Background: an optimization exercise with open tools, aiming at a short achievable clock period and few clock cycles. Do not read the settings as production practice.
Function was checked by simulation only, so behaviour that the tests miss may differ from the original.
No activity file was given, so power comes from the tool's default toggle rates.

File: flow/constraint.sdc
create_clock -name core_clock -period 10.0 [get_ports {clk}]
set_input_delay 2.0000 -clock core_clock [delete_from_list [all_inputs] [get_ports {clk}]]
set_output_delay 2.0000 -clock core_clock [all_outputs]
set_load 0.01 [all_outputs]
File: flow/config.mk
export PLATFORM = sky130hd
export DESIGN_NAME = solar16_core
export DESIGN_NICKNAME = solar16_core
export VERILOG_FILES = /design/flow/design.v
export SDC_FILE = /design/flow/constraint.sdc
export NUM_CORES = 4
export LEC_CHECK = 0
export CAP_MARGIN = 20
export CORE_MARGIN = 2
export CORE_UTILIZATION = 45
export PLACE_DENSITY = 0.65
export SETUP_SLACK_MARGIN = 4.9
export SLEW_MARGIN = 20
export SYNTH_HIERARCHICAL = 1
File: flow/design.v
module solar16_core (
    input  wire        clk,
    input  wire        rst,           
    input  wire [16:0] prog_len,      
    output wire        imem_req,
    output wire [15:0] imem_addr,
    input  wire        imem_ack,
    input  wire [31:0] imem_rdata,
    output wire        dmem_req,
    output wire        dmem_we,
    output wire [15:0] dmem_addr,
    output wire [7:0]  dmem_wdata,
    input  wire        dmem_ack,
    input  wire [7:0]  dmem_rdata,
    output wire        in_req,
    input  wire        in_ack,
    input  wire        in_eof,
    input  wire [20:0] in_char,
    output reg         out_valid,
    output reg  [7:0]  out_data,
    output wire [1:0]  run_state,     
    output reg  [2:0]  fault_cause,
    output reg  [16:0] fault_pc,
    output reg  [7:0]  fault_opcode,
    output reg  [7:0]  fault_operand,
    output wire [16:0] pc_out,
    output wire        z_out,
    input  wire [3:0]  dbg_sel,
    output wire [15:0] dbg_reg
);
    localparam OP_ADD  = 8'h00, OP_SUB  = 8'h01, OP_MUL  = 8'h02;
    localparam OP_RADD = 8'h03, OP_RSUB = 8'h04, OP_RMUL = 8'h05;
    localparam OP_MOV  = 8'h10, OP_LD   = 8'h11, OP_ST   = 8'h12, OP_CLR = 8'h13;
    localparam OP_JMP  = 8'h20, OP_JZ   = 8'h21, OP_JNZ  = 8'h22, OP_HALT = 8'h23;
    localparam OP_CMP  = 8'h30;
    localparam OP_AND  = 8'h40, OP_NOT  = 8'h41, OP_OR   = 8'h42, OP_XOR = 8'h43;
    localparam OP_SHL  = 8'h44, OP_SHR  = 8'h45;
    localparam OP_CLZ  = 8'hF0, OP_NOP  = 8'hFF;
    localparam F_ILLEGAL  = 3'd1, F_MISALIGN = 3'd2, F_OUTOFPROG = 3'd3, F_BADREG = 3'd4;
    localparam ST_RUN = 2'd0, ST_HALT = 2'd1, ST_FAULT = 2'd2;
    localparam D_FAULT = 0,    
               D_U1    = 1,    
               D_U2    = 2,    
               D_ADD   = 3,    
               D_SUB   = 4,    
               D_MUL   = 5,    
               D_AND   = 6,
               D_OR    = 7,
               D_XOR   = 8,
               D_NOT   = 9,
               D_SHL   = 10,
               D_SHR   = 11,
               D_MOV   = 12,
               D_CLR   = 13,
               D_CMP   = 14,
               D_CLZ   = 15,
               D_JMP   = 16,
               D_JZ    = 17,
               D_JNZ   = 18,
               D_HALT  = 19,
               D_LD    = 20,   
               D_LDIN  = 21,   
               D_ST    = 22,
               D_OUT   = 23,   
               D_WR    = 24,   
               D_ZRES  = 25,   
               D_BIMM  = 26,   
               D_TBAD  = 27,   
               D_TBAD4 = 28,   
               D_FOPND = 29,   
               D_ILL   = 30,   
               D_ZW    = 31,   
               D_BYP   = 32,   
               D_LBYP  = 33,   
               DW      = 34;
    reg        plt4;              
    reg [14:0] limw;              
    reg        plt8;              
    reg [14:0] limw1;             
    function [DW-1:0] predecode(input [31:0] w, input lt4, input [14:0] lim);
        reg [7:0] o, b1, b2;
        reg [15:0] im;
        reg legal, u1, u2, bad1, bad2, mis;
        begin
            o = w[7:0]; b1 = w[15:8]; b2 = w[23:16]; im = w[31:16];
            predecode = {DW{1'b0}};
            legal = 1'b1; u1 = 1'b0; u2 = 1'b0;
            case (o)
                OP_ADD, OP_SUB, OP_MUL, OP_LD, OP_ST, OP_CLR, OP_NOT, OP_SHL, OP_SHR:
                    u1 = 1'b1;
                OP_RADD, OP_RSUB, OP_RMUL, OP_MOV, OP_CMP, OP_AND, OP_OR, OP_XOR: begin
                    u1 = 1'b1; u2 = 1'b1;
                end
                OP_JMP, OP_JZ, OP_JNZ, OP_HALT, OP_CLZ, OP_NOP: ;
                default: legal = 1'b0;
            endcase
            bad1 = u1 && (b1[7:4] != 4'd0);
            bad2 = u2 && (b2[7:4] != 4'd0);
            mis  = (im[1:0] != 2'b00) || lt4;
            predecode[D_FAULT] = !legal || bad1 || bad2;
            predecode[D_ILL]   = !legal;
            predecode[D_FOPND] = !bad1;
            predecode[D_U1]    = u1;
            predecode[D_U2]    = u2;
            predecode[D_ADD]   = (o == OP_ADD) || (o == OP_RADD);
            predecode[D_SUB]   = (o == OP_SUB) || (o == OP_RSUB);
            predecode[D_MUL]   = (o == OP_MUL) || (o == OP_RMUL);
            predecode[D_AND]   = (o == OP_AND);
            predecode[D_OR]    = (o == OP_OR);
            predecode[D_XOR]   = (o == OP_XOR);
            predecode[D_NOT]   = (o == OP_NOT);
            predecode[D_SHL]   = (o == OP_SHL);
            predecode[D_SHR]   = (o == OP_SHR);
            predecode[D_MOV]   = (o == OP_MOV);
            predecode[D_CLR]   = (o == OP_CLR);
            predecode[D_CMP]   = (o == OP_CMP);
            predecode[D_CLZ]   = (o == OP_CLZ);
            predecode[D_JMP]   = (o == OP_JMP);
            predecode[D_JZ]    = (o == OP_JZ);
            predecode[D_JNZ]   = (o == OP_JNZ);
            predecode[D_HALT]  = (o == OP_HALT);
            predecode[D_LD]    = (o == OP_LD) && (im != 16'hFF10);
            predecode[D_LDIN]  = (o == OP_LD) && (im == 16'hFF10);
            predecode[D_ST]    = (o == OP_ST);
            predecode[D_OUT]   = (o == OP_ST) && (im == 16'hFF00);
            predecode[D_WR]    = (o == OP_ADD) || (o == OP_SUB) ||
                                 (o == OP_RADD) || (o == OP_RSUB) ||
                                 (o == OP_AND) || (o == OP_OR) || (o == OP_XOR) ||
                                 (o == OP_NOT) || (o == OP_SHL) || (o == OP_SHR) ||
                                 (o == OP_MOV) || (o == OP_CLR);
            predecode[D_ZRES]  = (o == OP_ADD) || (o == OP_SUB) ||
                                 (o == OP_RADD) || (o == OP_RSUB) ||
                                 (o == OP_AND) || (o == OP_OR) || (o == OP_XOR) ||
                                 (o == OP_NOT) || (o == OP_SHL) || (o == OP_SHR);
            predecode[D_ZW]    = (o == OP_ADD) || (o == OP_SUB) ||
                                 (o == OP_RADD) || (o == OP_RSUB) ||
                                 (o == OP_AND) || (o == OP_OR) || (o == OP_XOR) ||
                                 (o == OP_NOT) || (o == OP_SHL) || (o == OP_SHR) ||
                                 (o == OP_CLR) || (o == OP_CMP) || (o == OP_CLZ) ||
                                 (o == OP_MUL) || (o == OP_RMUL);
            predecode[D_BIMM]  = (o == OP_ADD) || (o == OP_SUB) || (o == OP_MUL) ||
                                 (o == OP_SHL) || (o == OP_SHR);
            predecode[D_BYP]   = (o == OP_AND) || (o == OP_OR) || (o == OP_XOR) ||
                                 (o == OP_NOT) || (o == OP_SHL) || (o == OP_SHR) ||
                                 (o == OP_MOV) || (o == OP_CMP);
            predecode[D_LBYP]  = (o == OP_ADD) || (o == OP_SUB) ||
                                 (o == OP_RADD) || (o == OP_RSUB) ||
                                 (o == OP_AND) || (o == OP_OR) || (o == OP_XOR) ||
                                 (o == OP_NOT) || (o == OP_SHL) || (o == OP_SHR) ||
                                 (o == OP_MOV) || (o == OP_CMP) || (o == OP_CLR);
            predecode[D_TBAD]  = mis || ({1'b0, im[15:2]} > lim);
            predecode[D_TBAD4] = mis || ({1'b0, im[15:2]} >= lim);
        end
    endfunction
    reg [1:0]  st;
    reg [16:0] pc;                
    reg [16:0] pc4r;              
    reg        pcb4r, pcb8r;      
    reg        zf;
    reg [15:0] regs [0:15];
    reg [15:0] dregs [0:15];
    reg [1:0]  st_d;
    reg [16:0] fpc;               
    reg        fbad;              
    reg        f_pend;            
    reg        f_kill;            
    reg [31:0] fb0, fb1;          
    reg [1:0]  fq;                
    reg        f_pt, fb0_pt, fb1_pt, ir_pt;   
    localparam NB = 4;
    reg [NB-1:0] bv;
    reg [NB-1:0] bbad;            
    reg [15:0] bpc [0:NB-1];
    reg [15:0] btg [0:NB-1];
    reg [1:0]  bptr;
    reg        ir_v;
    reg [31:0] ir;
    reg [DW-1:0] id;
    reg [15:0] opa, opb;          
    reg        ra_z, ra_nz, ti_z, ti_nz;
    reg        mp;
    reg [3:0]  mp_rd;
    reg [15:0] ms, mc;            
    reg        cv, cur_we;
    reg [15:0] cur_a1;
    reg [7:0]  cur_hi;
    reg        nv, nxt_we;
    reg [15:0] nxt_a;
    reg [7:0]  nxt_lo, nxt_hi;
    reg        d_pend;            
    reg        d_ld0, d_ld1;      
    reg [7:0]  ls_lo;             
    reg        li;
    reg [3:0]  li_rd;
    reg        lm0, lm1;
    reg [15:0] m_li, m_lm0, m_lm1, m_mp;
    reg [15:0] ir_oh1, ir_oh2;
    reg [3:0]  lm_rd0, lm_rd1;
    wire [7:0]  ir_op1 = ir[15:8];
    wire [7:0]  ir_op2 = ir[23:16];
    wire [15:0] ir_imm = ir[31:16];
    wire [3:0]  ir_rd  = ir[11:8];
    wire [3:0]  ir_rs  = ir[19:16];
    wire [15:0] in_value = (in_eof || in_char == 21'd10) ? 16'd0 : in_char[15:0];
    wire        li_wr = li && in_ack;
    wire        lm_wr = d_pend && d_ld1 && dmem_ack;    
    wire [15:0] lm_val = {dmem_rdata, ls_lo};
    wire [15:0] mprod = ms + mc;
    wire e_act   = ir_v && (st == ST_RUN);
    wire quiet   = !li && !lm0 && !cv && !nv;
    wire byp_a   = |(ir_oh1 & m_mp);
    wire byp_b   = |(ir_oh2 & m_mp);
    wire lbyp_a  = |(ir_oh1 & m_lm0);
    wire lbyp_b  = |(ir_oh2 & m_lm0);
    wire l_late  = d_pend && d_ld1;                
    wire l_byp   = (lbyp_a || lbyp_b) && id[D_LBYP] && l_late;
    wire dep     = |((ir_oh1 | ir_oh2) & (m_li | m_lm1)) ||
                   ((lbyp_a || lbyp_b) && !l_byp) ||
                   ((byp_a || byp_b) && !id[D_BYP]);
    wire stall   = (id[D_FAULT] || id[D_HALT]) ? !quiet :
                   (dep ||
                    (id[D_LD]   && (lm1 || nv)) ||
                    (id[D_LDIN] && li) ||
                    (id[D_ST]   && nv));
    wire e_gor   = e_act && !stall;                
    wire e_go    = e_gor && (!l_byp || dmem_ack);   
    wire e_ok    = e_go && !id[D_FAULT];           
    wire e_wr    = e_ok && id[D_WR];
    wire e_mul   = e_gor && !id[D_FAULT] && id[D_MUL];
    wire e_mem   = e_gor && !id[D_FAULT] && (id[D_LD] || id[D_ST]);
    wire e_in    = e_gor && !id[D_FAULT] && id[D_LDIN];
    wire e_ldm   = e_mem && id[D_LD];
    wire is_br   = id[D_JMP] || id[D_JZ] || id[D_JNZ];
    wire tk      = zf ? ti_z : ti_nz;
    wire br_tk   = e_go && tk;                         
    wire redir   = ir_v && (st == ST_RUN) &&
                   (zf ? ra_z : ra_nz);                
    wire [16:0] pc4  = pc4r;
    wire [16:0] pc8  = pc4r + 17'd4;
    wire        pcb4 = pcb4r;
    wire        pcb8 = pcb8r;
    wire [16:0] rtgt = tk ? {1'b0, ir_imm} : pc4;
    wire        rbad = tk ? id[D_TBAD] : pcb4;
    wire [16:0] npc  = tk ? {1'b0, ir_imm} : pc4;      
    wire [1:0] st_n = (e_go && id[D_FAULT]) ? ST_FAULT :
                      (e_go && id[D_HALT])  ? ST_HALT :
                      (!e_go && drained && quiet && st == ST_RUN) ? ST_FAULT : st;
    wire any_wr = e_wr || mp || lm_wr || li_wr;
    wire [15:0] xa   = lbyp_a ? lm_val : opa;
    wire [15:0] xb   = lbyp_b ? lm_val : opb;
    wire [15:0] sum  = xa + xb;
    wire [15:0] dif  = xa - xb;
    wire [15:0] la   = byp_a ? mprod : xa;
    wire [15:0] lb   = byp_b ? mprod : xb;
    wire [15:0] shl  = la << opb[3:0];
    wire [15:0] shr  = la >> opb[3:0];
    wire [15:0] res  = ({16{id[D_ADD]}} & sum) |
                       ({16{id[D_SUB]}} & dif) |
                       ({16{id[D_AND]}} & (la & lb)) |
                       ({16{id[D_OR]}}  & (la | lb)) |
                       ({16{id[D_XOR]}} & (la ^ lb)) |
                       ({16{id[D_NOT]}} & ~la) |
                       ({16{id[D_SHL]}} & shl) |
                       ({16{id[D_SHR]}} & shr) |
                       ({16{id[D_MOV]}} & lb);
    wire [15:0] ts, tc;
    solar16_mul_tree u_mul (.a(opa), .b(opb), .s(ts), .c(tc));
    reg  [16:0] za, zb;           
    reg         mz;
    integer q;
    always @(*) begin
        za[0] = 1'b1;
        zb[0] = 1'b1;
        for (q = 1; q <= 16; q = q + 1) begin
            za[q] = za[q-1] && !opa[q-1];
            zb[q] = zb[q-1] && !opb[q-1];
        end
        mz = 1'b0;
        for (q = 0; q <= 16; q = q + 1)
            mz = mz || (za[q] && zb[16-q]);
    end
    integer i;
    reg        bhit, bhbad;
    reg [15:0] bt;
    integer k;
    always @(*) begin
        bhit  = 1'b0;
        bhbad = 1'b0;
        bt    = 16'd0;
        for (k = 0; k < NB; k = k + 1)
            if (bv[k] && bpc[k] == fpc[15:0]) begin
                bhit  = 1'b1;
                bhbad = bbad[k];
                bt    = btg[k];
            end
    end
    wire live    = f_pend && !f_kill;
    wire new_in  = imem_ack && live && !redir;
    wire [2:0] occ = {2'b0, ir_v} + {1'b0, fq} + {2'b0, live};
    wire want    = (st == ST_RUN) && !fbad && (occ <= 3'd2);
    wire f_try   = redir ? !rbad : want;           
    wire f_issue = f_try && (!f_pend || imem_ack);
    wire fb4     = plt4 || (fpc[16:2] >= {1'b0, limw});            
    wire drained = !ir_v && (fq == 2'd0) && !live && fbad;
    assign imem_req  = f_issue;
    assign imem_addr = redir ? rtgt[15:0] : fpc[15:0];
    wire [16:0] fpc_i = redir ? (tk ? {1'b0, ir_imm} + 17'd4 : pc8) :
                                (bhit ? {1'b0, bt} : fpc + 17'd4);
    wire        fbad_i = redir ? (tk ? id[D_TBAD4] : pcb8) : (bhit ? bhbad : fb4);
    wire adv     = !ir_v || e_go;
    wire [31:0] nxw = (fq != 2'd0) ? fb0 : imem_rdata;
    wire        npt = (fq != 2'd0) ? fb0_pt : f_pt;
    wire [3:0]  nrd = nxw[11:8];
    wire [3:0]  nrs = nxw[19:16];
    wire [DW-1:0] nid = predecode(nxw, plt4, limw);
    function [15:0] rdreg(input [3:0] i);
        begin
            if (e_wr && ir_rd == i)      rdreg = res;
            else if (mp && mp_rd == i)   rdreg = mprod;
            else if (lm_wr && lm_rd0 == i) rdreg = lm_val;
            else if (li_wr && li_rd == i)  rdreg = in_value;
            else                         rdreg = regs[i];
        end
    endfunction
    function [15:0] hold(input [3:0] i, input [15:0] cur);
        begin
            if (mp && mp_rd == i)          hold = mprod;
            else if (lm_wr && lm_rd0 == i) hold = lm_val;
            else if (li_wr && li_rd == i)  hold = in_value;
            else                           hold = cur;
        end
    endfunction
    wire d_try = cv || nv || e_mem;
    wire d_issue = d_try && (!d_pend || dmem_ack);
    assign dmem_req   = d_issue;
    assign dmem_we    = cv ? cur_we : nv ? nxt_we : id[D_ST];
    assign dmem_addr  = cv ? cur_a1 : nv ? nxt_a  : ir_imm;
    assign dmem_wdata = cv ? cur_hi : nv ? nxt_lo : opa[7:0];
    assign in_req     = e_in;
    assign run_state = st_d;
    assign pc_out    = pc;
    assign z_out     = zf;
    solar16_dbg_mux u_dbg (
        .r0(dregs[0]),   .r1(dregs[1]),   .r2(dregs[2]),   .r3(dregs[3]),
        .r4(dregs[4]),   .r5(dregs[5]),   .r6(dregs[6]),   .r7(dregs[7]),
        .r8(dregs[8]),   .r9(dregs[9]),   .r10(dregs[10]), .r11(dregs[11]),
        .r12(dregs[12]), .r13(dregs[13]), .r14(dregs[14]), .r15(dregs[15]),
        .sel(dbg_sel), .q(dbg_reg));
    always @(posedge clk) begin
        for (i = 0; i < 16; i = i + 1)
            dregs[i] <= regs[i];
        st_d <= rst ? ST_RUN : (any_wr ? st : st_n);
    end
    always @(posedge clk) begin
        plt4 <= (prog_len < 17'd4);
        limw <= prog_len[16:2] - 15'd1;
        plt8 <= (prog_len < 17'd8);
        limw1 <= prog_len[16:2] - 15'd2;
    end
    always @(posedge clk) begin
        out_valid <= 1'b0;
        if (rst) begin
            st            <= ST_RUN;
            pc            <= 17'd0;
            pc4r          <= 17'd4;
            pcb4r         <= (prog_len < 17'd8);
            pcb8r         <= (prog_len < 17'd12);
            ra_z          <= 1'b0;
            ra_nz         <= 1'b0;
            ti_z          <= 1'b0;
            ti_nz         <= 1'b0;
            zf            <= 1'b0;
            fault_cause   <= 3'd0;
            fault_pc      <= 17'd0;
            fault_opcode  <= 8'd0;
            fault_operand <= 8'd0;
            out_data      <= 8'd0;
            for (i = 0; i < 16; i = i + 1)
                regs[i] <= 16'd0;
            fpc    <= 17'd0;
            fbad   <= (prog_len < 17'd4);
            f_pend <= 1'b0;
            f_kill <= 1'b0;
            fq     <= 2'd0;
            f_pt   <= 1'b0;
            fb0_pt <= 1'b0;
            fb1_pt <= 1'b0;
            ir_pt  <= 1'b0;
            bv     <= {NB{1'b0}};
            bbad   <= {NB{1'b0}};
            bptr   <= 2'd0;
            for (i = 0; i < NB; i = i + 1) begin
                bpc[i] <= 16'd0;
                btg[i] <= 16'd0;
            end
            fb0    <= 32'd0;
            fb1    <= 32'd0;
            ir_v   <= 1'b0;
            ir     <= 32'd0;
            id     <= {DW{1'b0}};
            opa    <= 16'd0;
            opb    <= 16'd0;
            mp     <= 1'b0;
            mp_rd  <= 4'd0;
            ms     <= 16'd0;
            mc     <= 16'd0;
            cv     <= 1'b0;
            cur_we <= 1'b0;
            cur_a1 <= 16'd0;
            cur_hi <= 8'd0;
            nv     <= 1'b0;
            nxt_we <= 1'b0;
            nxt_a  <= 16'd0;
            nxt_lo <= 8'd0;
            nxt_hi <= 8'd0;
            d_pend <= 1'b0;
            d_ld0  <= 1'b0;
            d_ld1  <= 1'b0;
            ls_lo  <= 8'd0;
            li     <= 1'b0;
            li_rd  <= 4'd0;
            lm0    <= 1'b0;
            lm1    <= 1'b0;
            lm_rd0 <= 4'd0;
            lm_rd1 <= 4'd0;
            m_li   <= 16'd0;
            m_lm0  <= 16'd0;
            m_lm1  <= 16'd0;
            m_mp   <= 16'd0;
            ir_oh1 <= 16'd0;
            ir_oh2 <= 16'd0;
        end else begin
            if (f_issue) begin
                f_pend <= 1'b1;
                f_kill <= 1'b0;
                f_pt   <= !redir && bhit;
                fpc    <= fpc_i;
                fbad   <= fbad_i;
            end else begin
                if (imem_ack) begin
                    f_pend <= 1'b0;
                    f_kill <= 1'b0;
                end else if (redir) begin
                    f_kill <= f_pend;
                end
                if (redir) begin
                    fpc  <= rtgt;
                    fbad <= rbad;
                end
            end
            if (redir) begin
                fq    <= 2'd0;
                ir_v  <= 1'b0;
                ra_z  <= 1'b0;
                ra_nz <= 1'b0;
            end else begin
                if (adv) begin
                    ir_v  <= (fq != 2'd0) || new_in;
                    ir    <= nxw;
                    id    <= nid;
                    ir_pt <= npt;
                    ir_oh1 <= nid[D_U1] ? (16'd1 << nxw[11:8]) : 16'd0;
                    ir_oh2 <= nid[D_U2] ? (16'd1 << nxw[19:16]) : 16'd0;
                    ra_z  <= nid[D_JMP] ? !npt : nid[D_JZ] ? !npt : nid[D_JNZ] ? npt : 1'b0;
                    ra_nz <= nid[D_JMP] ? !npt : nid[D_JZ] ? npt : nid[D_JNZ] ? !npt : 1'b0;
                    ti_z  <= nid[D_JMP] || nid[D_JZ];
                    ti_nz <= nid[D_JMP] || nid[D_JNZ];
                    if (fq == 2'd2) begin
                        fb0    <= fb1;
                        fb0_pt <= fb1_pt;
                        if (new_in) begin fb1 <= imem_rdata; fb1_pt <= f_pt; end
                        fq <= new_in ? 2'd2 : 2'd1;
                    end else if (fq == 2'd1) begin
                        if (new_in) begin fb0 <= imem_rdata; fb0_pt <= f_pt; end
                        fq <= new_in ? 2'd1 : 2'd0;
                    end
                end else if (new_in) begin
                    if (fq == 2'd0) begin fb0 <= imem_rdata; fb0_pt <= f_pt; end
                    else            begin fb1 <= imem_rdata; fb1_pt <= f_pt; end
                    fq <= fq + 2'd1;
                end
            end
            if (adv) begin
                opa <= rdreg(nrd);
                opb <= nid[D_BIMM] ? nxw[31:16] : rdreg(nrs);
            end else begin
                opa <= hold(ir_rd, opa);
                opb <= id[D_BIMM] ? opb : hold(ir_rs, opb);
            end
            if (e_go) begin
                if (id[D_FAULT]) begin
                    st            <= ST_FAULT;
                    fault_cause   <= id[D_ILL] ? F_ILLEGAL : F_BADREG;
                    fault_pc      <= pc;
                    fault_opcode  <= ir[7:0];
                    fault_operand <= id[D_ILL] ? 8'd0 : (id[D_FOPND] ? ir_op2 : ir_op1);
                end else if (id[D_HALT]) begin
                    st <= ST_HALT;
                end else begin
                    pc    <= npc;
                    pc4r  <= npc + 17'd4;
                    pcb4r <= plt4 || (npc[16:2] >= {1'b0, limw});
                    pcb8r <= plt8 || (npc[16:2] >= {1'b0, limw1});
                    if (id[D_OUT]) begin
                        out_valid <= 1'b1;
                        out_data  <= opa[7:0];
                    end
                end
            end else if (drained && quiet && st == ST_RUN) begin
                st          <= ST_FAULT;
                fault_cause <= (fpc[1:0] != 2'b00) ? F_MISALIGN : F_OUTOFPROG;
                fault_pc    <= fpc;
            end
            if (e_ok && id[D_ZW])
                zf <= id[D_CLR] || (id[D_CMP] && la == lb) ||
                      (id[D_ZRES] && res == 16'd0) || (id[D_MUL] && mz);
            for (i = 0; i < 16; i = i + 1)
                if (e_wr && ir_rd == i)      regs[i] <= res;
                else if (mp && mp_rd == i)   regs[i] <= mprod;
                else if (lm_wr && lm_rd0 == i) regs[i] <= lm_val;
                else if (li_wr && li_rd == i)  regs[i] <= in_value;
            mp <= e_mul;
            m_mp <= e_mul ? ir_oh1 : 16'd0;
            if (e_mul) begin
                mp_rd <= ir_rd;
                ms    <= ts;
                mc    <= tc;
            end
            if (e_go && is_br) begin
                if (tk && !ir_pt) begin
                    bv[bptr]   <= 1'b1;
                    bbad[bptr] <= id[D_TBAD];
                    bpc[bptr]  <= pc[15:0];
                    btg[bptr]  <= ir_imm;
                    bptr       <= bptr + 2'd1;
                end else if (!tk && ir_pt) begin
                    for (i = 0; i < NB; i = i + 1)
                        if (bpc[i] == pc[15:0]) bv[i] <= 1'b0;
                end
            end
            if (d_issue) begin
                d_pend <= 1'b1;
                if (cv) begin
                    cv    <= 1'b0;
                    d_ld0 <= 1'b0;
                    d_ld1 <= !cur_we;
                end else if (nv) begin
                    cv     <= 1'b1;
                    cur_we <= nxt_we;
                    cur_a1 <= nxt_a + 16'd1;
                    cur_hi <= nxt_hi;
                    nv     <= 1'b0;
                    d_ld0  <= !nxt_we;
                    d_ld1  <= 1'b0;
                end else begin
                    cv     <= 1'b1;
                    cur_we <= id[D_ST];
                    cur_a1 <= ir_imm + 16'd1;
                    cur_hi <= opa[15:8];
                    d_ld0  <= id[D_LD];
                    d_ld1  <= 1'b0;
                end
            end else if (dmem_ack) begin
                d_pend <= 1'b0;
            end
            if (e_mem && (cv || nv || !d_issue)) begin
                nv     <= 1'b1;
                nxt_we <= id[D_ST];
                nxt_a  <= ir_imm;
                nxt_lo <= opa[7:0];
                nxt_hi <= opa[15:8];
            end
            if (d_pend && dmem_ack && d_ld0)
                ls_lo <= dmem_rdata;
            if (e_in) begin
                li    <= 1'b1;
                li_rd <= ir_rd;
                m_li  <= ir_oh1;
            end else if (li_wr) begin
                li   <= 1'b0;
                m_li <= 16'd0;
            end
            if (lm_wr) begin
                lm0    <= lm1 || e_ldm;
                lm_rd0 <= lm1 ? lm_rd1 : ir_rd;
                m_lm0  <= lm1 ? m_lm1 : (e_ldm ? ir_oh1 : 16'd0);
                lm1    <= lm1 && e_ldm;
                lm_rd1 <= ir_rd;
                m_lm1  <= (lm1 && e_ldm) ? ir_oh1 : 16'd0;
            end else if (e_ldm) begin
                if (lm0) begin
                    lm1    <= 1'b1;
                    lm_rd1 <= ir_rd;
                    m_lm1  <= ir_oh1;
                end else begin
                    lm0    <= 1'b1;
                    lm_rd0 <= ir_rd;
                    m_lm0  <= ir_oh1;
                end
            end
        end
    end
endmodule
module solar16_dbg_mux (
    input  wire [15:0] r0, r1, r2, r3, r4, r5, r6, r7,
    input  wire [15:0] r8, r9, r10, r11, r12, r13, r14, r15,
    input  wire [3:0]  sel,
    output wire [15:0] q
);
    genvar k;
    generate
        for (k = 0; k < 4; k = k + 1) begin : sl
            solar16_dbg_slice u_sl (
                .r0(r0[4*k+3:4*k]),   .r1(r1[4*k+3:4*k]),   .r2(r2[4*k+3:4*k]),   .r3(r3[4*k+3:4*k]),
                .r4(r4[4*k+3:4*k]),   .r5(r5[4*k+3:4*k]),   .r6(r6[4*k+3:4*k]),   .r7(r7[4*k+3:4*k]),
                .r8(r8[4*k+3:4*k]),   .r9(r9[4*k+3:4*k]),   .r10(r10[4*k+3:4*k]), .r11(r11[4*k+3:4*k]),
                .r12(r12[4*k+3:4*k]), .r13(r13[4*k+3:4*k]), .r14(r14[4*k+3:4*k]), .r15(r15[4*k+3:4*k]),
                .sel(sel), .q(q[4*k+3:4*k]));
        end
    endgenerate
endmodule
module solar16_dbg_slice (
    input  wire [3:0] r0, r1, r2, r3, r4, r5, r6, r7,
    input  wire [3:0] r8, r9, r10, r11, r12, r13, r14, r15,
    input  wire [3:0] sel,
    output wire [3:0] q
);
    wire [3:0] lo, hi;
    solar16_dec2 u_dlo (.s(sel[1:0]), .y(lo));
    solar16_dec2 u_dhi (.s(sel[3:2]), .y(hi));
    wire [3:0] g0, g1, g2, g3;
    solar16_ao4 u_g0 (.e(lo), .a(r0),  .b(r1),  .c(r2),  .d(r3),  .y(g0));
    solar16_ao4 u_g1 (.e(lo), .a(r4),  .b(r5),  .c(r6),  .d(r7),  .y(g1));
    solar16_ao4 u_g2 (.e(lo), .a(r8),  .b(r9),  .c(r10), .d(r11), .y(g2));
    solar16_ao4 u_g3 (.e(lo), .a(r12), .b(r13), .c(r14), .d(r15), .y(g3));
    solar16_ao4 u_q  (.e(hi), .a(g0),  .b(g1),  .c(g2),  .d(g3),  .y(q));
endmodule
module solar16_dec2 (input wire [1:0] s, output wire [3:0] y);
    assign y = {s[1] & s[0], s[1] & ~s[0], ~s[1] & s[0], ~s[1] & ~s[0]};
endmodule
module solar16_ao4 (
    input  wire [3:0] e,
    input  wire [3:0] a, b, c, d,
    output wire [3:0] y
);
    assign y = ({4{e[0]}} & a) | ({4{e[1]}} & b) | ({4{e[2]}} & c) | ({4{e[3]}} & d);
endmodule
module solar16_mul_tree (input wire [15:0] a, input wire [15:0] b, output wire [15:0] s, output wire [15:0] c);
    wire [16:0] bb = {b, 1'b0};
    wire one0 = bb[0] ^ bb[1];
    wire two0 = (bb[2] & ~bb[1] & ~bb[0]) | (~bb[2] & bb[1] & bb[0]);
    wire neg0 = bb[2] & ~(bb[1] & bb[0]);
    wire pp0_0 = (((one0 & a[0]) | (two0 & 1'b0)) ^ neg0);
    wire pp0_1 = (((one0 & a[1]) | (two0 & a[0])) ^ neg0);
    wire pp0_2 = (((one0 & a[2]) | (two0 & a[1])) ^ neg0);
    wire pp0_3 = (((one0 & a[3]) | (two0 & a[2])) ^ neg0);
    wire pp0_4 = (((one0 & a[4]) | (two0 & a[3])) ^ neg0);
    wire pp0_5 = (((one0 & a[5]) | (two0 & a[4])) ^ neg0);
    wire pp0_6 = (((one0 & a[6]) | (two0 & a[5])) ^ neg0);
    wire pp0_7 = (((one0 & a[7]) | (two0 & a[6])) ^ neg0);
    wire pp0_8 = (((one0 & a[8]) | (two0 & a[7])) ^ neg0);
    wire pp0_9 = (((one0 & a[9]) | (two0 & a[8])) ^ neg0);
    wire pp0_10 = (((one0 & a[10]) | (two0 & a[9])) ^ neg0);
    wire pp0_11 = (((one0 & a[11]) | (two0 & a[10])) ^ neg0);
    wire pp0_12 = (((one0 & a[12]) | (two0 & a[11])) ^ neg0);
    wire pp0_13 = (((one0 & a[13]) | (two0 & a[12])) ^ neg0);
    wire pp0_14 = (((one0 & a[14]) | (two0 & a[13])) ^ neg0);
    wire pp0_15 = (((one0 & a[15]) | (two0 & a[14])) ^ neg0);
    wire one1 = bb[2] ^ bb[3];
    wire two1 = (bb[4] & ~bb[3] & ~bb[2]) | (~bb[4] & bb[3] & bb[2]);
    wire neg1 = bb[4] & ~(bb[3] & bb[2]);
    wire pp1_0 = (((one1 & a[0]) | (two1 & 1'b0)) ^ neg1);
    wire pp1_1 = (((one1 & a[1]) | (two1 & a[0])) ^ neg1);
    wire pp1_2 = (((one1 & a[2]) | (two1 & a[1])) ^ neg1);
    wire pp1_3 = (((one1 & a[3]) | (two1 & a[2])) ^ neg1);
    wire pp1_4 = (((one1 & a[4]) | (two1 & a[3])) ^ neg1);
    wire pp1_5 = (((one1 & a[5]) | (two1 & a[4])) ^ neg1);
    wire pp1_6 = (((one1 & a[6]) | (two1 & a[5])) ^ neg1);
    wire pp1_7 = (((one1 & a[7]) | (two1 & a[6])) ^ neg1);
    wire pp1_8 = (((one1 & a[8]) | (two1 & a[7])) ^ neg1);
    wire pp1_9 = (((one1 & a[9]) | (two1 & a[8])) ^ neg1);
    wire pp1_10 = (((one1 & a[10]) | (two1 & a[9])) ^ neg1);
    wire pp1_11 = (((one1 & a[11]) | (two1 & a[10])) ^ neg1);
    wire pp1_12 = (((one1 & a[12]) | (two1 & a[11])) ^ neg1);
    wire pp1_13 = (((one1 & a[13]) | (two1 & a[12])) ^ neg1);
    wire one2 = bb[4] ^ bb[5];
    wire two2 = (bb[6] & ~bb[5] & ~bb[4]) | (~bb[6] & bb[5] & bb[4]);
    wire neg2 = bb[6] & ~(bb[5] & bb[4]);
    wire pp2_0 = (((one2 & a[0]) | (two2 & 1'b0)) ^ neg2);
    wire pp2_1 = (((one2 & a[1]) | (two2 & a[0])) ^ neg2);
    wire pp2_2 = (((one2 & a[2]) | (two2 & a[1])) ^ neg2);
    wire pp2_3 = (((one2 & a[3]) | (two2 & a[2])) ^ neg2);
    wire pp2_4 = (((one2 & a[4]) | (two2 & a[3])) ^ neg2);
    wire pp2_5 = (((one2 & a[5]) | (two2 & a[4])) ^ neg2);
    wire pp2_6 = (((one2 & a[6]) | (two2 & a[5])) ^ neg2);
    wire pp2_7 = (((one2 & a[7]) | (two2 & a[6])) ^ neg2);
    wire pp2_8 = (((one2 & a[8]) | (two2 & a[7])) ^ neg2);
    wire pp2_9 = (((one2 & a[9]) | (two2 & a[8])) ^ neg2);
    wire pp2_10 = (((one2 & a[10]) | (two2 & a[9])) ^ neg2);
    wire pp2_11 = (((one2 & a[11]) | (two2 & a[10])) ^ neg2);
    wire one3 = bb[6] ^ bb[7];
    wire two3 = (bb[8] & ~bb[7] & ~bb[6]) | (~bb[8] & bb[7] & bb[6]);
    wire neg3 = bb[8] & ~(bb[7] & bb[6]);
    wire pp3_0 = (((one3 & a[0]) | (two3 & 1'b0)) ^ neg3);
    wire pp3_1 = (((one3 & a[1]) | (two3 & a[0])) ^ neg3);
    wire pp3_2 = (((one3 & a[2]) | (two3 & a[1])) ^ neg3);
    wire pp3_3 = (((one3 & a[3]) | (two3 & a[2])) ^ neg3);
    wire pp3_4 = (((one3 & a[4]) | (two3 & a[3])) ^ neg3);
    wire pp3_5 = (((one3 & a[5]) | (two3 & a[4])) ^ neg3);
    wire pp3_6 = (((one3 & a[6]) | (two3 & a[5])) ^ neg3);
    wire pp3_7 = (((one3 & a[7]) | (two3 & a[6])) ^ neg3);
    wire pp3_8 = (((one3 & a[8]) | (two3 & a[7])) ^ neg3);
    wire pp3_9 = (((one3 & a[9]) | (two3 & a[8])) ^ neg3);
    wire one4 = bb[8] ^ bb[9];
    wire two4 = (bb[10] & ~bb[9] & ~bb[8]) | (~bb[10] & bb[9] & bb[8]);
    wire neg4 = bb[10] & ~(bb[9] & bb[8]);
    wire pp4_0 = (((one4 & a[0]) | (two4 & 1'b0)) ^ neg4);
    wire pp4_1 = (((one4 & a[1]) | (two4 & a[0])) ^ neg4);
    wire pp4_2 = (((one4 & a[2]) | (two4 & a[1])) ^ neg4);
    wire pp4_3 = (((one4 & a[3]) | (two4 & a[2])) ^ neg4);
    wire pp4_4 = (((one4 & a[4]) | (two4 & a[3])) ^ neg4);
    wire pp4_5 = (((one4 & a[5]) | (two4 & a[4])) ^ neg4);
    wire pp4_6 = (((one4 & a[6]) | (two4 & a[5])) ^ neg4);
    wire pp4_7 = (((one4 & a[7]) | (two4 & a[6])) ^ neg4);
    wire one5 = bb[10] ^ bb[11];
    wire two5 = (bb[12] & ~bb[11] & ~bb[10]) | (~bb[12] & bb[11] & bb[10]);
    wire neg5 = bb[12] & ~(bb[11] & bb[10]);
    wire pp5_0 = (((one5 & a[0]) | (two5 & 1'b0)) ^ neg5);
    wire pp5_1 = (((one5 & a[1]) | (two5 & a[0])) ^ neg5);
    wire pp5_2 = (((one5 & a[2]) | (two5 & a[1])) ^ neg5);
    wire pp5_3 = (((one5 & a[3]) | (two5 & a[2])) ^ neg5);
    wire pp5_4 = (((one5 & a[4]) | (two5 & a[3])) ^ neg5);
    wire pp5_5 = (((one5 & a[5]) | (two5 & a[4])) ^ neg5);
    wire one6 = bb[12] ^ bb[13];
    wire two6 = (bb[14] & ~bb[13] & ~bb[12]) | (~bb[14] & bb[13] & bb[12]);
    wire neg6 = bb[14] & ~(bb[13] & bb[12]);
    wire pp6_0 = (((one6 & a[0]) | (two6 & 1'b0)) ^ neg6);
    wire pp6_1 = (((one6 & a[1]) | (two6 & a[0])) ^ neg6);
    wire pp6_2 = (((one6 & a[2]) | (two6 & a[1])) ^ neg6);
    wire pp6_3 = (((one6 & a[3]) | (two6 & a[2])) ^ neg6);
    wire one7 = bb[14] ^ bb[15];
    wire two7 = (bb[16] & ~bb[15] & ~bb[14]) | (~bb[16] & bb[15] & bb[14]);
    wire neg7 = bb[16] & ~(bb[15] & bb[14]);
    wire pp7_0 = (((one7 & a[0]) | (two7 & 1'b0)) ^ neg7);
    wire pp7_1 = (((one7 & a[1]) | (two7 & a[0])) ^ neg7);
    wire s1 = pp0_10 ^ pp1_8;
    wire c2 = pp0_10 & pp1_8;
    wire s3 = pp0_11 ^ pp1_9;
    wire c4 = pp0_11 & pp1_9;
    wire s5 = pp0_12 ^ pp1_10 ^ pp2_8;
    wire c6 = (pp0_12 & pp1_10) | (pp0_12 & pp2_8) | (pp1_10 & pp2_8);
    wire s7 = pp3_6 ^ pp4_4;
    wire c8 = pp3_6 & pp4_4;
    wire s9 = pp0_13 ^ pp1_11 ^ pp2_9;
    wire c10 = (pp0_13 & pp1_11) | (pp0_13 & pp2_9) | (pp1_11 & pp2_9);
    wire s11 = pp3_7 ^ pp4_5;
    wire c12 = pp3_7 & pp4_5;
    wire s13 = pp0_14 ^ pp1_12 ^ pp2_10;
    wire c14 = (pp0_14 & pp1_12) | (pp0_14 & pp2_10) | (pp1_12 & pp2_10);
    wire s15 = pp3_8 ^ pp4_6 ^ pp5_4;
    wire c16 = (pp3_8 & pp4_6) | (pp3_8 & pp5_4) | (pp4_6 & pp5_4);
    wire s17 = pp6_2 ^ pp7_0;
    wire c18 = pp6_2 & pp7_0;
    wire s19 = pp0_15 ^ pp1_13 ^ pp2_11;
    wire c20 = (pp0_15 & pp1_13) | (pp0_15 & pp2_11) | (pp1_13 & pp2_11);
    wire s21 = pp3_9 ^ pp4_7 ^ pp5_5;
    wire c22 = (pp3_9 & pp4_7) | (pp3_9 & pp5_5) | (pp4_7 & pp5_5);
    wire s23 = pp6_3 ^ pp7_1;
    wire c24 = pp6_3 & pp7_1;
    wire s25 = pp0_6 ^ pp1_4;
    wire c26 = pp0_6 & pp1_4;
    wire s27 = pp0_7 ^ pp1_5;
    wire c28 = pp0_7 & pp1_5;
    wire s29 = pp0_8 ^ pp1_6 ^ pp2_4;
    wire c30 = (pp0_8 & pp1_6) | (pp0_8 & pp2_4) | (pp1_6 & pp2_4);
    wire s31 = pp3_2 ^ pp4_0;
    wire c32 = pp3_2 & pp4_0;
    wire s33 = pp0_9 ^ pp1_7 ^ pp2_5;
    wire c34 = (pp0_9 & pp1_7) | (pp0_9 & pp2_5) | (pp1_7 & pp2_5);
    wire s35 = pp3_3 ^ pp4_1;
    wire c36 = pp3_3 & pp4_1;
    wire s37 = pp2_6 ^ pp3_4 ^ pp4_2;
    wire c38 = (pp2_6 & pp3_4) | (pp2_6 & pp4_2) | (pp3_4 & pp4_2);
    wire s39 = pp5_0 ^ neg5 ^ s1;
    wire c40 = (pp5_0 & neg5) | (pp5_0 & s1) | (neg5 & s1);
    wire s41 = pp2_7 ^ pp3_5 ^ pp4_3;
    wire c42 = (pp2_7 & pp3_5) | (pp2_7 & pp4_3) | (pp3_5 & pp4_3);
    wire s43 = pp5_1 ^ s3 ^ c2;
    wire c44 = (pp5_1 & s3) | (pp5_1 & c2) | (s3 & c2);
    wire s45 = pp5_2 ^ pp6_0 ^ neg6;
    wire c46 = (pp5_2 & pp6_0) | (pp5_2 & neg6) | (pp6_0 & neg6);
    wire s47 = s5 ^ s7 ^ c4;
    wire c48 = (s5 & s7) | (s5 & c4) | (s7 & c4);
    wire s49 = pp5_3 ^ pp6_1 ^ s9;
    wire c50 = (pp5_3 & pp6_1) | (pp5_3 & s9) | (pp6_1 & s9);
    wire s51 = s11 ^ c6 ^ c8;
    wire c52 = (s11 & c6) | (s11 & c8) | (c6 & c8);
    wire s53 = neg7 ^ s13 ^ s15;
    wire c54 = (neg7 & s13) | (neg7 & s15) | (s13 & s15);
    wire s55 = s17 ^ c10 ^ c12;
    wire c56 = (s17 & c10) | (s17 & c12) | (c10 & c12);
    wire s57 = s19 ^ s21 ^ s23;
    wire c58 = (s19 & s21) | (s19 & s23) | (s21 & s23);
    wire s59 = c14 ^ c16 ^ c18;
    wire c60 = (c14 & c16) | (c14 & c18) | (c16 & c18);
    wire s61 = pp0_4 ^ pp1_2;
    wire c62 = pp0_4 & pp1_2;
    wire s63 = pp0_5 ^ pp1_3;
    wire c64 = pp0_5 & pp1_3;
    wire s65 = pp2_2 ^ pp3_0 ^ neg3;
    wire c66 = (pp2_2 & pp3_0) | (pp2_2 & neg3) | (pp3_0 & neg3);
    wire s67 = pp2_3 ^ pp3_1 ^ s27;
    wire c68 = (pp2_3 & pp3_1) | (pp2_3 & s27) | (pp3_1 & s27);
    wire s69 = neg4 ^ s29 ^ s31;
    wire c70 = (neg4 & s29) | (neg4 & s31) | (s29 & s31);
    wire s71 = s33 ^ s35 ^ c30;
    wire c72 = (s33 & s35) | (s33 & c30) | (s35 & c30);
    wire s73 = s37 ^ s39 ^ c34;
    wire c74 = (s37 & s39) | (s37 & c34) | (s39 & c34);
    wire s75 = s41 ^ s43 ^ c38;
    wire c76 = (s41 & s43) | (s41 & c38) | (s43 & c38);
    wire s77 = s45 ^ s47 ^ c42;
    wire c78 = (s45 & s47) | (s45 & c42) | (s47 & c42);
    wire s79 = s49 ^ s51 ^ c46;
    wire c80 = (s49 & s51) | (s49 & c46) | (s51 & c46);
    wire s81 = s53 ^ s55 ^ c50;
    wire c82 = (s53 & s55) | (s53 & c50) | (s55 & c50);
    wire s83 = s57 ^ s59 ^ c54;
    wire c84 = (s57 & s59) | (s57 & c54) | (s59 & c54);
    wire s85 = pp0_2 ^ pp1_0;
    wire c86 = pp0_2 & pp1_0;
    wire s87 = pp0_3 ^ pp1_1;
    wire c88 = pp0_3 & pp1_1;
    wire s89 = pp2_0 ^ neg2 ^ s61;
    wire c90 = (pp2_0 & neg2) | (pp2_0 & s61) | (neg2 & s61);
    wire s91 = pp2_1 ^ s63 ^ c62;
    wire c92 = (pp2_1 & s63) | (pp2_1 & c62) | (s63 & c62);
    wire s93 = s25 ^ s65 ^ c64;
    wire c94 = (s25 & s65) | (s25 & c64) | (s65 & c64);
    wire s95 = c26 ^ s67 ^ c66;
    wire c96 = (c26 & s67) | (c26 & c66) | (s67 & c66);
    wire s97 = c28 ^ s69 ^ c68;
    wire c98 = (c28 & s69) | (c28 & c68) | (s69 & c68);
    wire s99 = c32 ^ s71 ^ c70;
    wire c100 = (c32 & s71) | (c32 & c70) | (s71 & c70);
    wire s101 = c36 ^ s73 ^ c72;
    wire c102 = (c36 & s73) | (c36 & c72) | (s73 & c72);
    wire s103 = c40 ^ s75 ^ c74;
    wire c104 = (c40 & s75) | (c40 & c74) | (s75 & c74);
    wire s105 = c44 ^ s77 ^ c76;
    wire c106 = (c44 & s77) | (c44 & c76) | (s77 & c76);
    wire s107 = c48 ^ s79 ^ c78;
    wire c108 = (c48 & s79) | (c48 & c78) | (s79 & c78);
    wire s109 = c52 ^ s81 ^ c80;
    wire c110 = (c52 & s81) | (c52 & c80) | (s81 & c80);
    wire s111 = c56 ^ s83 ^ c82;
    wire c112 = (c56 & s83) | (c56 & c82) | (s83 & c82);
    assign s = {s111, s109, s107, s105, s103, s101, s99, s97, s95, s93, s91, s89, s87, neg1, pp0_1, pp0_0};
    assign c = {c110, c108, c106, c104, c102, c100, c98, c96, c94, c92, c90, c88, c86, s85, 1'b0, neg0};
endmodule
File: flow/run.sh
#!/bin/bash
# synth_recipe.tcl (not shown) runs the flow's synth.tcl, then flattens the netlist and writes it again
# the make line also repeats each setting of config.mk as NAME=value (left out here)
make -C /OpenROAD-flow-scripts/flow DESIGN_CONFIG=/design/flow/config.mk WORK_HOME=/design/flow/orfs CLKGATE_MAP_FILE= SYNTH_SCRIPT=/design/flow/synth_recipe.tcl finish
==> qor.csv, run 1 <==
stage,metric,value,unit
status,outcome,"complete, but fails checks",
status,SO Faults,antenna violations,
finish,Layout area overhead,18.8,%
clock_network,CTS sink cnt,1175,
clock_network,"Reg clk slew, reported paths",0.06,ns
setup_path,CP max FO,7,
power,pwr dens,217,mW/mm²
hold_path,worst hold path class,flip-flop to flip-flop,
synth,post-synthesis sequential area ratio,35.4,%
finish,most frequent cells in the layout,"dfxtp_1, nand2_1, a211oi_1",
routing,Routed WL,339,mm
hold_path,Hold Path End,dregs[2][0],
routing,ANT nets after route,1,
synth,cell count after synthesis,8688,
power,overall power,18.1,mW
global_routing,first-pass GRT wire length,477,mm
setup_path,CP endpoint kind,output port,
synth,syn_area_per_cell,8.07,µm²
placed_design,Buffers on Ports,210,
synth,Post-Synthesis Cell Area,0.0701,mm²
setup_path,CP Launch Type,primary input,
timing,RSZ-0062 raised after global routing,true,
power,combinational power share,40.4,%
timing,final hold vios,0,
hold_path,hold wc startpoint,regs[2][0],
finish,"most common cell after layout, fill and taps aside",dfxtp_1,
timing,WHS,0.369,ns
synth,"FF+latch count, synth",1175,
routing,drt first pass iters,9,
hold_path,Hold Path Stages,0,
synth,Post-synth ARST share,0,%
timing,final period utilization,52.7,%
flow_run,max-cap violation count,0,
placed_design,DP HPWL,216,mm
synth,YS warnings,11,
clock_network,Clock Tree Root,clkbuf_16,
clock_network,later-pin clock latency in the skew report,0.82,ns
floorplan,die height,399,µm
synth,top_reg_cell synth,dfxtp_1,
clock_network,htree depth,4,
timing,max-slew violations,0,
power,Internal Pwr Total,10.8,mW
routing,Vias per Instance,6.95,
synth,Synth cell types,98,
synth,Post-synth EDFFs,131,
setup_path,crit path kind,primary input to output port,
clock_network,clk buf depth,3,
routing,DRC,0,
timing,worst rel slew slack,3.60,%
timing,Worst Skew,0.0406,ns
power,switching power share of the total,40.3,%
clock_network,TritonCTS clock tree,done,
routing,Iter 0 DRT Violations,12403,
power,switching power total,7.30,mW
power,Sequential Power Share,30.9,%
finish,Final Net Count,8950,
timing,Fmax,0.190,GHz
global_routing,Global Route Usage Sum,40.7,%
floorplan,Initial Utilization,45.4,%
global_routing,vias in the first global route,67927,
placed_design,Final GP Congestion,1.04,
synth,syn nets,8988,
floorplan,core area,0.154,mm²
finish,layout cells sized above 1,15.5,%
timing,Tmin final,5.27,ns
global_routing,initial antenna violation count,22,
global_routing,largest net degree at the start of global routing,205,
routing,total number of vias,75286,
setup_path,reg2reg start,m_lm0[0],
power,Clk pwr share,28.7,%
setup_path,worst endpoint data arrival time,3.27,ns
floorplan,# IOs,213,
setup_path,Worst R2R Setup Slack,4.88,ns
floorplan,Die W,399,µm
global_routing,grt ovf,0,
routing,DR WL/cell,31.3,µm
power,Lkg Pwr,29.9,nW
setup_path,r2r endpoint,opb[13],
timing,worst-margin pin slew,1.44,ns
clock_network,Num CTS Buffers,134,
floorplan,row count,144,
setup_path,Reg2Reg Depth,22,
floorplan,die area,0.159,mm²
power,Peak VDD IR,167,µV
finish,final core utilization,53.9,%
timing,Setup TNS,0,ns
timing,Final setup viols,0,
setup_path,CP required,8.00,ns
[power groups by stage]
| stage | combinational, mW | sequential, mW | clock [mW] |
|---|---|---|---|
| detailed placement | 6.41 | 5.65 | 0 |
| CTS | 6.79 | 5.56 | 5.20 |
| global placement | 6.36 | 5.64 | 0 |
| floorplan | 4.50 | 5.39 | 0 |
| finish | 7.31 | 5.59 | 5.20 |
| global route | 7.67 | 5.60 | 5.39 |
[repair_timing]
action / in CTS / in global routing
gates resized for setup: 571 / 209
hold buffers: 0 / 0
pin swaps: 115 / 85
buffers inserted: 82 / 70
endpoints found under the setup margin: 432 / 295
gates cloned: 20 / 4
[cell type report]
class / count / area, µm²
Timing Repair inverter: 1 / 7.51
Tap cell: 2044 / 2560
Sequential cell: 1175 / 24900
Antenna cell: 25 / 62.6
Multi-Input combinational cell: 6452 / 43800
Clock buffer: 188 / 3820
Fill cell: 14028 / 71200
Timing Repair Buffer: 672 / 6480
Clock inverter: 57 / 779
Inverter: 214 / 851
[Yosys stat by module, one instance, submodules excluded, excerpt]
module / cells / flops+latches / times used / area, µm²
solar16_core: 8043 / 1175 / 1 / 65300
solar16_ao4: 12 / 0 / 20 / 75.1
solar16_mul_tree: 373 / 0 / 1 / 3090
solar16_dec2: 4 / 0 / 8 / 26.3
[critical path: stages]
cell,delay (ns)
buf_16,0.14
nor2b_4,0.15
buf_6,0.15
a22oi_2,0.17
nand2_2,0.10
a22oi_2,0.20
nand2_2,0.17
buf_6,0.16
[Yosys cell counts (17+ instances only)]
cell type | n | area [µm²]
o22ai_1 | 47 | 294
o21a_1 | 19 | 143
or2_2 | 23 | 144
nor3_1 | 138 | 691
buf_1 | 54 | 203
nor3b_1 | 18 | 135
xnor2_1 | 249 | 2180
fa_1 | 36 | 721
buf_4 | 37 | 278
and3_1 | 23 | 144
ha_1 | 176 | 2200
clkbuf_1 | 739 | 2770
dfxtp_1 | 1044 | 20900
a221o_1 | 17 | 170
a21o_1 | 46 | 345
o211a_1 | 22 | 220
nor2_1 | 900 | 3380
nand2b_1 | 43 | 269
edfxtp_1 | 131 | 3930
a2111oi_0 | 19 | 166
xor2_1 | 113 | 990
or3_1 | 31 | 194
a22oi_1 | 371 | 2790
nor2b_1 | 35 | 219
a211oi_1 | 936 | 7030
nor4_1 | 44 | 275
a21oi_1 | 603 | 3020
a221oi_1 | 75 | 657
a22o_1 | 39 | 342
inv_1 | 207 | 777
mux2_2 | 69 | 777
o21ai_0 | 268 | 1340
a222oi_1 | 20 | 200
o211ai_1 | 105 | 788
nand2_1 | 993 | 3730
a311oi_1 | 57 | 499
nand3b_1 | 21 | 158
nand3_1 | 196 | 981
and2_1 | 164 | 1030
mux2i_1 | 187 | 1870
nand4_1 | 73 | 457
a31oi_1 | 41 | 257
[cell families after synthesis]
| logic type | Yosys count | synth area share, % |
|---|---|---|
| other | 1 | 0.00535 |
| flip-flops | 1175 | 35.4 |
| XOR/XNOR | 368 | 4.71 |
| AO/OA/AOI/OAI | 2804 | 27.5 |
| adder cells (fa/ha/maj) | 212 | 4.17 |
| AND/OR/NAND/NOR | 2794 | 18.0 |
| multiplexers | 266 | 4.10 |
| buffers and inverters | 1068 | 6.04 |
[metal layers]
metal	track usage, %	up-vias	share of wire [%]
li1	-	31628	-
met1	52.6	35567	37
met2	56.7	6385	40
met3	15.8	1678	16
met4	24.7	28	7.6
met5	1.03	-	0.18
[worst max path at each step]
stage | slack (ns) | start | endpoint
floorplan | 4.78 | dmem_rdata[0] | opb[13]
global placement | 2.92 | imem_rdata[19] | opb[1]
detailed placement | 2.86 | imem_rdata[19] | opb[1]
CTS | 4.79 | dbg_sel[1] | dbg_reg[10]
global route | 4.61 | ir_oh1[7] | dmem_req
finish | 4.73 | dbg_sel[1] | dbg_reg[9]
[state kept, by name (all words and copies together) (netlist names), 31 cells and up]
signal  count
regs      256
bpc        64
fb1        32
fb0        32
dregs     256
id         31
btg        64
ir         32
[stage by stage]
| stage | setup slack (ns) | std cells | instance area, µm² |
|---|---|---|---|
| after floorplan | 4.78 | 8688 | 70100 |
| after global placement | 2.92 | 10377 | 74200 |
| after detailed placement | 2.86 | 10378 | 74300 |
| after CTS | 4.79 | 10725 | 81600 |
| after global routing | 4.61 | 10804 | 83200 |
| final | 4.73 | 10828 | 83300 |
Testbench counts, summed over its fixed seeds: cycles 31,255.
==> inputs of run 2 (changes only) <==
--- a/flow/design.v
+++ b/flow/design.v
@@ -196,4 +196,5 @@
     reg [15:0] m_li, m_lm0, m_lm1, m_mp;
     reg [15:0] ir_oh1, ir_oh2;
+    reg        dep1_r;            
     reg [3:0]  lm_rd0, lm_rd1;
     wire [7:0]  ir_op1 = ir[15:8];
@@ -228,6 +229,7 @@
     wire e_wr    = e_ok && id[D_WR];
     wire e_mul   = e_gor && !id[D_FAULT] && id[D_MUL];
-    wire e_mem   = e_gor && !id[D_FAULT] && (id[D_LD] || id[D_ST]);
-    wire e_in    = e_gor && !id[D_FAULT] && id[D_LDIN];
+    wire e_mem   = e_act && !id[D_FAULT] && !dep1_r && !nv &&
+                   ((id[D_LD] && !lm1) || id[D_ST]);
+    wire e_in    = e_act && !id[D_FAULT] && !dep1_r && !li && id[D_LDIN];
     wire e_ldm   = e_mem && id[D_LD];
     wire is_br   = id[D_JMP] || id[D_JZ] || id[D_JNZ];
@@ -314,4 +316,11 @@
     wire [3:0]  nrs = nxw[19:16];
     wire [DW-1:0] nid = predecode(nxw, plt4, limw);
+    wire [15:0] m_li_n  = e_in ? ir_oh1 : (li_wr ? 16'd0 : m_li);
+    wire [15:0] m_mp_n  = e_mul ? ir_oh1 : 16'd0;
+    wire [15:0] m_lm0_n = lm_wr ? (lm1 ? m_lm1 : (e_ldm ? ir_oh1 : 16'd0)) :
+                          (e_ldm && !lm0) ? ir_oh1 : m_lm0;
+    wire [15:0] m_lm1_n = lm_wr ? ((lm1 && e_ldm) ? ir_oh1 : 16'd0) :
+                          (e_ldm && lm0) ? ir_oh1 : m_lm1;
+    wire [15:0] oh1_n   = (adv && !redir) ? (nid[D_U1] ? (16'd1 << nxw[11:8]) : 16'd0) : ir_oh1;
     function [15:0] rdreg(input [3:0] i);
         begin
@@ -430,4 +439,5 @@
             ir_oh1 <= 16'd0;
             ir_oh2 <= 16'd0;
+            dep1_r <= 1'b0;
         end else begin
             if (f_issue) begin
@@ -521,5 +531,6 @@
                 else if (li_wr && li_rd == i)  regs[i] <= in_value;
             mp <= e_mul;
-            m_mp <= e_mul ? ir_oh1 : 16'd0;
+            m_mp <= m_mp_n;
+            dep1_r <= |(oh1_n & (m_li_n | m_lm0_n | m_lm1_n | m_mp_n));
             if (e_mul) begin
                 mp_rd <= ir_rd;
@@ -573,28 +584,25 @@
             if (d_pend && dmem_ack && d_ld0)
                 ls_lo <= dmem_rdata;
+            m_li  <= m_li_n;
+            m_lm0 <= m_lm0_n;
+            m_lm1 <= m_lm1_n;
             if (e_in) begin
                 li    <= 1'b1;
                 li_rd <= ir_rd;
-                m_li  <= ir_oh1;
             end else if (li_wr) begin
                 li   <= 1'b0;
-                m_li <= 16'd0;
             end
             if (lm_wr) begin
                 lm0    <= lm1 || e_ldm;
                 lm_rd0 <= lm1 ? lm_rd1 : ir_rd;
-                m_lm0  <= lm1 ? m_lm1 : (e_ldm ? ir_oh1 : 16'd0);
                 lm1    <= lm1 && e_ldm;
                 lm_rd1 <= ir_rd;
-                m_lm1  <= (lm1 && e_ldm) ? ir_oh1 : 16'd0;
             end else if (e_ldm) begin
                 if (lm0) begin
                     lm1    <= 1'b1;
                     lm_rd1 <= ir_rd;
-                    m_lm1  <= ir_oh1;
                 end else begin
                     lm0    <= 1'b1;
                     lm_rd0 <= ir_rd;
-                    m_lm0  <= ir_oh1;
                 end
             end
==> qor.csv, run 2 <==
stage,metric,value,unit
finish,Layout area overhead,18.1,%
routing,total number of vias,75980,
placed_design,Final GP Congestion,1.04,
timing,Final setup viols,0,
finish,layout cells sized above 1,14.9,%
timing,Fmax,0.182,GHz
routing,Routed WL,341,mm
clock_network,"Reg clk slew, reported paths",0.06,ns
clock_network,TritonCTS clock tree,done,
floorplan,# IOs,213,
timing,final period utilization,55.0,%
finish,final core utilization,53.5,%
setup_path,"slowest stage delay, CP",0.51,ns
status,outcome,finished clean,
finish,Final Net Count,9178,
floorplan,Initial Utilization,45.3,%
synth,cell count after synthesis,8953,
timing,Setup TNS,0,ns
clock_network,later-pin clock latency in the skew report,0.80,ns
routing,ANT nets after route,0,
timing,RSZ-0062 raised after global routing,true,
setup_path,Worst R2R Setup Slack,4.55,ns
routing,DR WL/cell,30.9,µm
clock_network,clk buf depth,3,
setup_path,CP Launch Type,primary input,
clock_network,htree depth,4,
synth,Post-synth ARST share,0,%
timing,Tmin final,5.50,ns
synth,Post-synth EDFFs,131,
timing,worst-margin pin slew,1.44,ns
flow_run,max-cap violation count,0,
floorplan,die height,401,µm
timing,max-slew violations,0,
synth,post-synth top area share,29.5,%
global_routing,Global Route Usage Sum,40.1,%
synth,syn_area_per_cell,7.92,µm²
synth,post-synthesis sequential area ratio,35.1,%
synth,Synth area leaders,"dfxtp_1, a211oi_1, edfxtp_1",
synth,list of most frequent post-synthesis cells,"dfxtp_1, nor2_1, nand2_1, clkbuf_1, a211oi_1",
clock_network,Num CTS Buffers,134,
synth,YS warnings,11,
setup_path,Buf/Inv on CP,5,
finish,most frequent cells in the layout,"dfxtp_1, nand2_1, nor2_1",
setup_path,CP required,10.60,ns
setup_path,CP max FO,23,
synth,top_reg_cell synth,dfxtp_1,
floorplan,die area,0.161,mm²
power,Peak VDD IR,196,µV
power,Lkg Pwr,30.8,nW
floorplan,row count,145,
routing,Iter 0 DRT Violations,12108,
setup_path,worst endpoint data arrival time,6.10,ns
global_routing,first-pass GRT wire length,483,mm
power,overall power,17.2,mW
hold_path,worst hold path class,flip-flop to flip-flop,
timing,worst rel slew slack,3.84,%
synth,most repeated cell in the gate-level netlist after synthesis,dfxtp_1,
routing,DRC,0,
synth,"FF+latch count, synth",1176,
placed_design,Buffers on Ports,210,
floorplan,Die W,401,µm
timing,final hold vios,0,
timing,Worst Skew,0.0330,ns
routing,drt first pass iters,13,
clock_network,Clock Tree Root,clkbuf_16,
setup_path,crit path kind,primary input to flip-flop,
setup_path,CP endpoint kind,flip-flop,
setup_path,"Slowest-stage cell, CP",a222oi_1,
setup_path,Top delay family on crit path,compound AO/OA/AOI/OAI gates,
synth,Yosys top cell by area,dfxtp_1,
global_routing,largest net degree at the start of global routing,205,
routing,Vias per Instance,6.88,
synth,Synth cell types,105,
setup_path,worst path cell trace,clkdlybuf4s50_1 > buf_4 > mux2i_4 > inv_1 > ha_1 > inv_1 > a221o_1 > xnor2_1 > a222oi_1 > nor4bb_4 > o211ai_1 > buf_6 > o21a_1 > a221oi_2 > a211oi_1,
placed_design,Setup WS pre-CTS,2.61,ns
timing,Final WS setup,4.50,ns
power,pwr dens,205,mW/mm²
floorplan,core area,0.156,mm²
finish,"most common cell after layout, fill and taps aside",dfxtp_1,
setup_path,most frequent CP cell,inv_1,
finish,largest registers,"dregs (256), regs (256)",
global_routing,vias in the first global route,68767,
finish,number of fill cells,14389,
placed_design,DP HPWL,221,mm
synth,syn nets,9253,
synth,Post-Synthesis Cell Area,0.0709,mm²
global_routing,grt ovf,0,
clock_network,CTS sink cnt,1176,
global_routing,initial antenna violation count,17,
==> run 2: cell count changes after synthesis, moves of 23 or more <==
cell	previous run	this run
a211oi_1	936	609
nor3_1	138	278
nor2_1	900	1031
o211ai_1	105	235
o21ai_0	268	383
and3_1	23	110
a22oi_1	371	425
and2_1	164	122
a221oi_1	75	52
==> run 2: power by group <==
part | switching, mW | internal [mW]
clock | 2.20 | 2.97
combinational | 4.03 | 2.43
sequential | 0.515 | 5.03
total | 6.75 | 10.4
==> run 2: per-stage QoR <==
step | area (µm²) | hold slack, ns | instances
final | 83700 | 0.389 | 11050
after global placement | 74800 | 0.374 | 10642
after global routing | 83700 | 0.395 | 11045
after CTS | 81500 | 0.384 | 10968
after floorplan | 70900 | 0.360 | 8953
after detailed placement | 74900 | 0.379 | 10642
==> run 2: worst reg2reg max path, stage by stage (launching register included) <==
cell and delay, ns:
dfxtp_4 0.37, a22oi_2 0.20, nand2_1 0.11, or4_4 0.58
buf_12 0.21, mux2i_4 0.22, inv_2 0.09, buf_6 0.13
ha_4 0.15, o311a_4 0.37, nor4b_4 0.33, o41ai_4 0.14
a221o_1 0.36, xnor2_1 0.15, a222oi_1 0.51, nor4bb_4 0.45
o211ai_1 0.15, buf_6 0.16, o21a_1 0.19, a221oi_2 0.30
a211oi_1 0.12
==> run 2: cells by family (layout without fill, tap and decap cells) <==
kind of cell	Yosys count	count (layout)	share of synthesized area, %
simple gates	3135	3144	20.0
compound gates	2721	2722	26.1
flops	1176	1176	35.1
buf+inv	1071	1090	5.98
xor+xnor	366	367	4.58
mux	271	271	4.15
fa+ha+maj	212	212	4.12
other cells	1	10	0.00529
==> run 2: final cells by class <==
| class | instances | area (µm²) | area share, % |
|---|---|---|---|
| multi-input combinational | 6717 | 44900 | 53.7 |
| sequential | 1176 | 24900 | 29.8 |
| timing repair buffer | 637 | 5930 | 7.08 |
| clock buffer | 183 | 3790 | 4.53 |
| tap | 2058 | 2570 | 3.08 |
| inverter | 211 | 818 | 0.977 |
| clock inverter | 58 | 741 | 0.885 |
| antenna | 9 | 22.5 | 0.0269 |
| timing repair inverter | 1 | 5.00 | 0.00598 |
==> run 2: layer usage <==
metal	track usage (%)	routed length (µm)
met5	0.803	394
met3	14.0	49900
met1	51.8	128000
met2	56.8	137000
met4	24.8	25600
==> run 2: worst paths after layout <==
| path | startpoint | to | cells past startpoint |
|---|---|---|---|
| hold reg to reg | regs[12][12] | dregs[12][12] | 0 |
| setup reg to reg | ir_oh1[0] | opb[11] | 20 |
| setup / recovery | dmem_rdata[2] | opb[11] | 15 |
| hold / removal | regs[12][12] | dregs[12][12] | 0 |
==> run 2: timing repair <==
item	in CTS	in global routing
hold buffers	0	0
endpoints found under the setup margin	563	370
resized for setup	444	357
pin swaps	91	181
buffers inserted	69	57
cloned	16	13
==> run 2: modules after synthesis, one instance, submodules excluded, excerpt <==
module	copies in the design	area, µm²
solar16_ao4	20	75.1
solar16_mul_tree	1	3020
solar16_core	1	66100
solar16_dec2	8	26.3
Testbench counts of run 2, summed over its fixed seeds: cycles 31,255.

## static timing again, ports no longer ideal
In the flow no input, the clock included, has a driving cell. The finished layouts below were timed again as built, in two steps.
Step 1 (the two cells are an assumption about what drives the block):
set clk [get_ports {clk}]
set_driving_cell -lib_cell sky130_fd_sc_hd__clkbuf_16 $clk
set_driving_cell -lib_cell sky130_fd_sc_hd__buf_2 [delete_from_list [all_inputs] $clk]
Step 2, shift: input delay + t, output delay - t, t = (earliest + latest rising clock arrival at the registers) / 2. This alone moves slack from input paths to output paths.
Slacks: no drivers / after step 1 / after step 2; pairs: no drivers / after step 1.
run	t (ns)	setup slack, ns	worst setup path at the end
run 1	0.879	4.731 / 4.434 / 3.948	input to register
run 2	0.868	4.501 / 4.229 / 3.697	input to register
The setup slack of run 2, which loses most, moves by -0.272 ns with the drivers and by -0.804 ns with both steps.
